From an optimization exercise on the open Yosys and OpenROAD flow, aimed at small area, a short achievable clock period and few clock cycles; shortcuts taken in it are not production practice. Power and IR drop assume default switching activity.

## run A
==> flow/design.v <==
module blind_frame_rx (
    input  wire       clk,
    input  wire       rst,         
    input  wire       in_valid,
    input  wire [7:0] in_data,
    output reg        in_ready,
    output reg        evt_valid,
    output reg  [1:0] evt_code,    
    output reg  [7:0] evt_arg0,
    output reg  [7:0] evt_arg1,
    output reg        pay_valid,
    output reg  [7:0] pay_data,
    output reg        pay_last,
    input  wire       pay_ready
);
    localparam [1:0] EV_NOISE    = 2'd0;
    localparam [1:0] EV_OVERFLOW = 2'd1;
    localparam [1:0] EV_FRAME    = 2'd2;
    localparam [1:0] EV_CRC_ERR  = 2'd3;
    localparam KW = 8;                  
    localparam KR = 8;                  
    localparam NW = 256 >> KW;
    localparam NR = 256 >> KR;
    function [7:0] crc8_step;
        input [7:0] a;
        input [7:0] b;
        integer i;
        reg [7:0] c;
        begin
            c = a ^ b;
            for (i = 0; i < 8; i = i + 1)
                c = c[7] ? ((c << 1) ^ 8'h07) : (c << 1);
            crc8_step = c;
        end
    endfunction
    reg       a_v, b_v;
    reg [7:0] a_d, b_d;
    wire      push = in_valid && in_ready;
    wire      pop;
    always @(posedge clk) begin
        if (rst) begin
            a_v      <= 1'b0;
            b_v      <= 1'b0;
            in_ready <= 1'b1;
        end else begin
            if (!a_v || pop) begin
                a_v      <= b_v || push;
                b_v      <= 1'b0;
                in_ready <= 1'b1;
            end else if (push) begin
                b_v      <= 1'b1;
                in_ready <= 1'b0;
            end
        end
    end
    always @(posedge clk) begin
        if (!a_v || pop)
            a_d <= b_v ? b_d : in_data;
        if (in_ready)
            b_d <= in_data;
    end
    reg  [7:0] ring [0:255];
    wire [NW-1:0] wsel;
    reg  [7:0] wdata;
    genvar g;
    generate
        for (g = 0; g < 256; g = g + 1) begin : st
            if ((g % (1 << KW)) == 1) begin : wt
                always @(posedge clk)
                    ring[g] <= wsel[g >> KW] ? wdata : ring[g - 1];
            end else begin : sh
                always @(posedge clk)
                    ring[g] <= ring[(g + 255) % 256];
            end
        end
    endgenerate
    localparam S0 = 0, S1 = 1, S2 = 2, SP = 3, SE = 4, SO = 5;
    reg  [5:0] s;                       
    reg  [7:0] wd, rd, fsd;             
    reg  [7:0] bqd0, bqd1;              
    reg  [8:0] occ;                     
    reg  [8:0] ac;                      
    reg        w_al, r_al;              
    reg  [7:0] k;                       
    reg        k1;                      
    reg        big;                     
    reg  [7:0] len, id, crc;
    reg  [7:0] rem;                     
    reg        rem0, rem1;              
    reg        skip;                    
    reg        bq_v0, bq_v1;            
    reg        sp_v;                    
    wire       consume = r_al && (ac != 9'd0) && (rem0 || skip || !sp_v);
    assign     pop     = a_v && w_al && (!occ[8] || consume);
    wire       idle    = !a_v && s[S0] && (occ == 9'd0);
    genvar j;
    generate
        if (NW == 1) begin : ws1
            assign wsel = pop;
        end else begin : wsn
            wire [7-KW:0] wtap = wd[7:KW];
            for (j = 0; j < NW; j = j + 1) begin : ws
                assign wsel[j] = pop && (wtap == j);
            end
        end
    endgenerate
    wire [7:0] b        = a_d;
    wire       is_aa    = (b == 8'hAA);
    wire       len_big  = (b[7:2] == 6'h3f) && (b[1:0] != 2'b00);
    wire       crc_ok   = (crc == b);
    wire       mark     = s[SE] && !crc_ok && !bq_v1 && (len != 8'd0);
    wire       commit   = s[S0] || s[S1] || (s[S2] && len_big) || (s[SP] && big) ||
                          (s[SE] && (crc_ok || len == 8'd0)) || mark || s[SO];
    wire       rewind   = s[SE] && !crc_ok && !commit;
    wire       bq_at    = bq_v0 && (bqd0 == rd);
    wire       bq_hit   = consume && rem0 && bq_at;
    always @(*) begin
        wdata = 8'h00;
        if ((s[S2] && !len_big) || (s[SP] && !big))
            wdata = b;
    end
    always @(posedge clk) begin
        evt_code <= s[SE] ? (crc_ok ? EV_FRAME : EV_CRC_ERR) :
                    s[SO] ? EV_OVERFLOW : EV_NOISE;
        evt_arg0 <= s[SE] ? (crc_ok ? id : crc) : b;
        evt_arg1 <= s[SE] ? (crc_ok ? len : b) : 8'h00;
        if (pop) begin
            if (s[S1]) id <= b;
            if (s[S2]) len <= b;
            if (s[S1])
                crc <= crc8_step(8'h00, b);
            else if (s[S2] || (s[SP] && !big))
                crc <= crc8_step(crc, b);
        end
        fsd <= (pop && s[S2]) ? wd + 8'd1 : fsd + 8'd1;
        bqd0 <= (bq_hit ? bqd1 : bqd0) + 8'd1;
        bqd1 <= bqd1 + 8'd1;
        if (pop && mark) begin
            if (bq_hit ? !bq_v1 : !bq_v0)
                bqd0 <= fsd + 8'd1;
            else
                bqd1 <= fsd + 8'd1;
        end
    end
    always @(posedge clk) begin
        if (rst) begin
            s         <= 6'b000001;
            wd        <= 8'd0;
            rd        <= 8'd0;
            occ       <= 9'd0;
            ac        <= 9'd0;
            w_al      <= 1'b1;
            r_al      <= 1'b1;
            big       <= 1'b0;
            k         <= 8'd0;
            k1        <= 1'b0;
            bq_v0     <= 1'b0;
            bq_v1     <= 1'b0;
            evt_valid <= 1'b0;
        end else begin
            evt_valid <= pop && ((s[S0] && !is_aa) || s[SE] || s[SO]);
            if (!idle) begin
                wd <= (pop && !rewind) ? wd : (pop ? fsd : wd) + 8'd1;
                rd <= consume ? rd : rd + 8'd1;
            end
            w_al <= pop ? (!rewind || (fsd[KW-1:0] == {KW{1'b1}})) :
                    idle ? w_al : (wd[KW-1:0] == {KW{1'b1}});
            r_al <= consume ? 1'b1 :
                    idle ? r_al : (rd[KR-1:0] == {KR{1'b1}});
            occ <= (pop ? (rewind ? {1'b0, rd - fsd} : occ + 9'd1) : occ) - {8'd0, consume};
            ac  <= ((pop && commit) ? occ + 9'd1 : ac) - {8'd0, consume};
            if (bq_hit) begin
                bq_v0 <= bq_v1;
                bq_v1 <= 1'b0;
            end
            if (pop && mark) begin
                if (bq_hit ? !bq_v1 : !bq_v0)
                    bq_v0 <= 1'b1;
                else
                    bq_v1 <= 1'b1;
            end
            if (pop) begin
                s <= 6'b0;
                if (s[S0]) s[is_aa ? S1 : S0] <= 1'b1;
                if (s[S1]) s[S2] <= 1'b1;
                if (s[S2]) begin
                    big <= len_big;
                    k   <= len_big ? 8'd253 : b;
                    k1  <= (b == 8'd1);
                    s[(b == 8'd0) ? SE : SP] <= 1'b1;
                end
                if (s[SP]) begin
                    k  <= k - 8'd1;
                    k1 <= (k == 8'd2);
                    s[!k1 ? SP : big ? SO : SE] <= 1'b1;
                end
                if (s[SE] || s[SO]) s[S0] <= 1'b1;
            end
        end
    end
    wire [7:0]    rdata;
    generate
        if (NR == 1) begin : rs1
            assign rdata = ring[0];
        end else begin : rsn
            wire [7-KR:0] rtap = rd[7:KR];
            assign rdata = ring[{rtap, {KR{1'b0}}}];
        end
    endgenerate
    always @(posedge clk) begin
        if (rst) begin
            rem  <= 8'd0;
            rem0 <= 1'b1;
            rem1 <= 1'b0;
            skip <= 1'b0;
        end else if (consume) begin
            if (rem0) begin
                skip <= bq_at;
                rem  <= rdata;
                rem0 <= (rdata == 8'd0);
                rem1 <= (rdata == 8'd1);
            end else begin
                rem  <= rem - 8'd1;
                rem0 <= rem1;
                rem1 <= (rem == 8'd2);
            end
        end
    end
    wire       main_free = !pay_valid || pay_ready;
    wire       out_push  = consume && !rem0 && !skip;
    reg  [7:0] sp_d;
    reg        sp_l;
    always @(posedge clk) begin
        if (rst) begin
            pay_valid <= 1'b0;
            sp_v      <= 1'b0;
        end else begin
            if (main_free) begin
                pay_valid <= sp_v || out_push;
                sp_v      <= 1'b0;
            end else if (out_push) begin
                sp_v      <= 1'b1;
            end
        end
    end
    always @(posedge clk) begin
        if (main_free) begin
            pay_data <= sp_v ? sp_d : rdata;
            pay_last <= sp_v ? sp_l : rem1;
        end
        if (!sp_v) begin
            sp_d <= rdata;
            sp_l <= rem1;
        end
    end
endmodule
==> flow/config.mk <==
export PLATFORM = sky130hd
export DESIGN_NAME = blind_frame_rx
export DESIGN_NICKNAME = blind_frame_rx
export VERILOG_FILES = /design/flow/design.v
export SDC_FILE = /design/flow/constraint.sdc
export NUM_CORES = 4
export LEC_CHECK = 0
export ABC_CLOCK_PERIOD_IN_PS = 2500
export CAP_MARGIN = 20
export CORE_MARGIN = 2
export CORE_UTILIZATION = 60
export CTS_CLUSTER_DIAMETER = 80
export CTS_CLUSTER_SIZE = 36
export SLEW_MARGIN = 20
==> flow/constraint.sdc <==
create_clock -name core_clock -period 9.0 [get_ports {clk}]
set_input_delay 1.8000 -clock core_clock [delete_from_list [all_inputs] [get_ports {clk}]]
set_output_delay 1.8000 -clock core_clock [all_outputs]
set_load 0.01 [all_outputs]
standard.sh (not shown) runs the stock make flow with config.mk's settings and CLKGATE_MAP_FILE= SYNTH_SCRIPT=/design/flow/synth_recipe.tcl, a recipe that flattens the netlist after the stock synthesis.
==> flow/flow/run.sh <==
#!/bin/bash
set -euo pipefail
bash standard.sh \
    "BUFFER_PORTS_ARGS=-buffer_cell sky130_fd_sc_hd__buf_4" \
    SETUP_SLACK_MARGIN=6 \
    finish > make_finish.log 2>&1
diff inputs: run A => run B
Settings: a change of CTS_CLUSTER_SIZE from 36 to 30; a change of CTS_CLUSTER_DIAMETER from 80 to 60; a change of CORE_UTILIZATION from 60 to 55.
### Flow results
- Total track usage down 1.1 points in run B wrt run A
- As far as flip-flop and latch count goes, run A and run B are indistinguishable; the numbers are identical.
- Run B vs run A: combinational fraction of design power down
No run of this note included a check of the RTL's function; only the layout flow was run.

## what the ideal ports hide
In the flow no input, the clock included, has a driving cell. The finished layouts below were timed again as built, in two steps.
Step 1 (the two cells are an assumption about what drives the block):
set clk [get_ports {clk}]
set_driving_cell -lib_cell sky130_fd_sc_hd__clkbuf_16 $clk
set_driving_cell -lib_cell sky130_fd_sc_hd__buf_2 [delete_from_list [all_inputs] $clk]
Step 2 times the ports against the registers' clock, not the clock port: input delays grow and output delays shrink by t, the midpoint of the rising clock arrivals with the driver on.
a / b / c = ideal ports / drivers / drivers and shift; a / b = the first two.
run | shift t [ns] | slack for setup (ns) | pins driven straight from the clock port
run A | 0.707 | 5.776 / 5.776 / 5.776 | 1
run B | 0.756 | 5.788 / 5.788 / 5.788 | 1
After both steps every run listed still meets setup and hold.
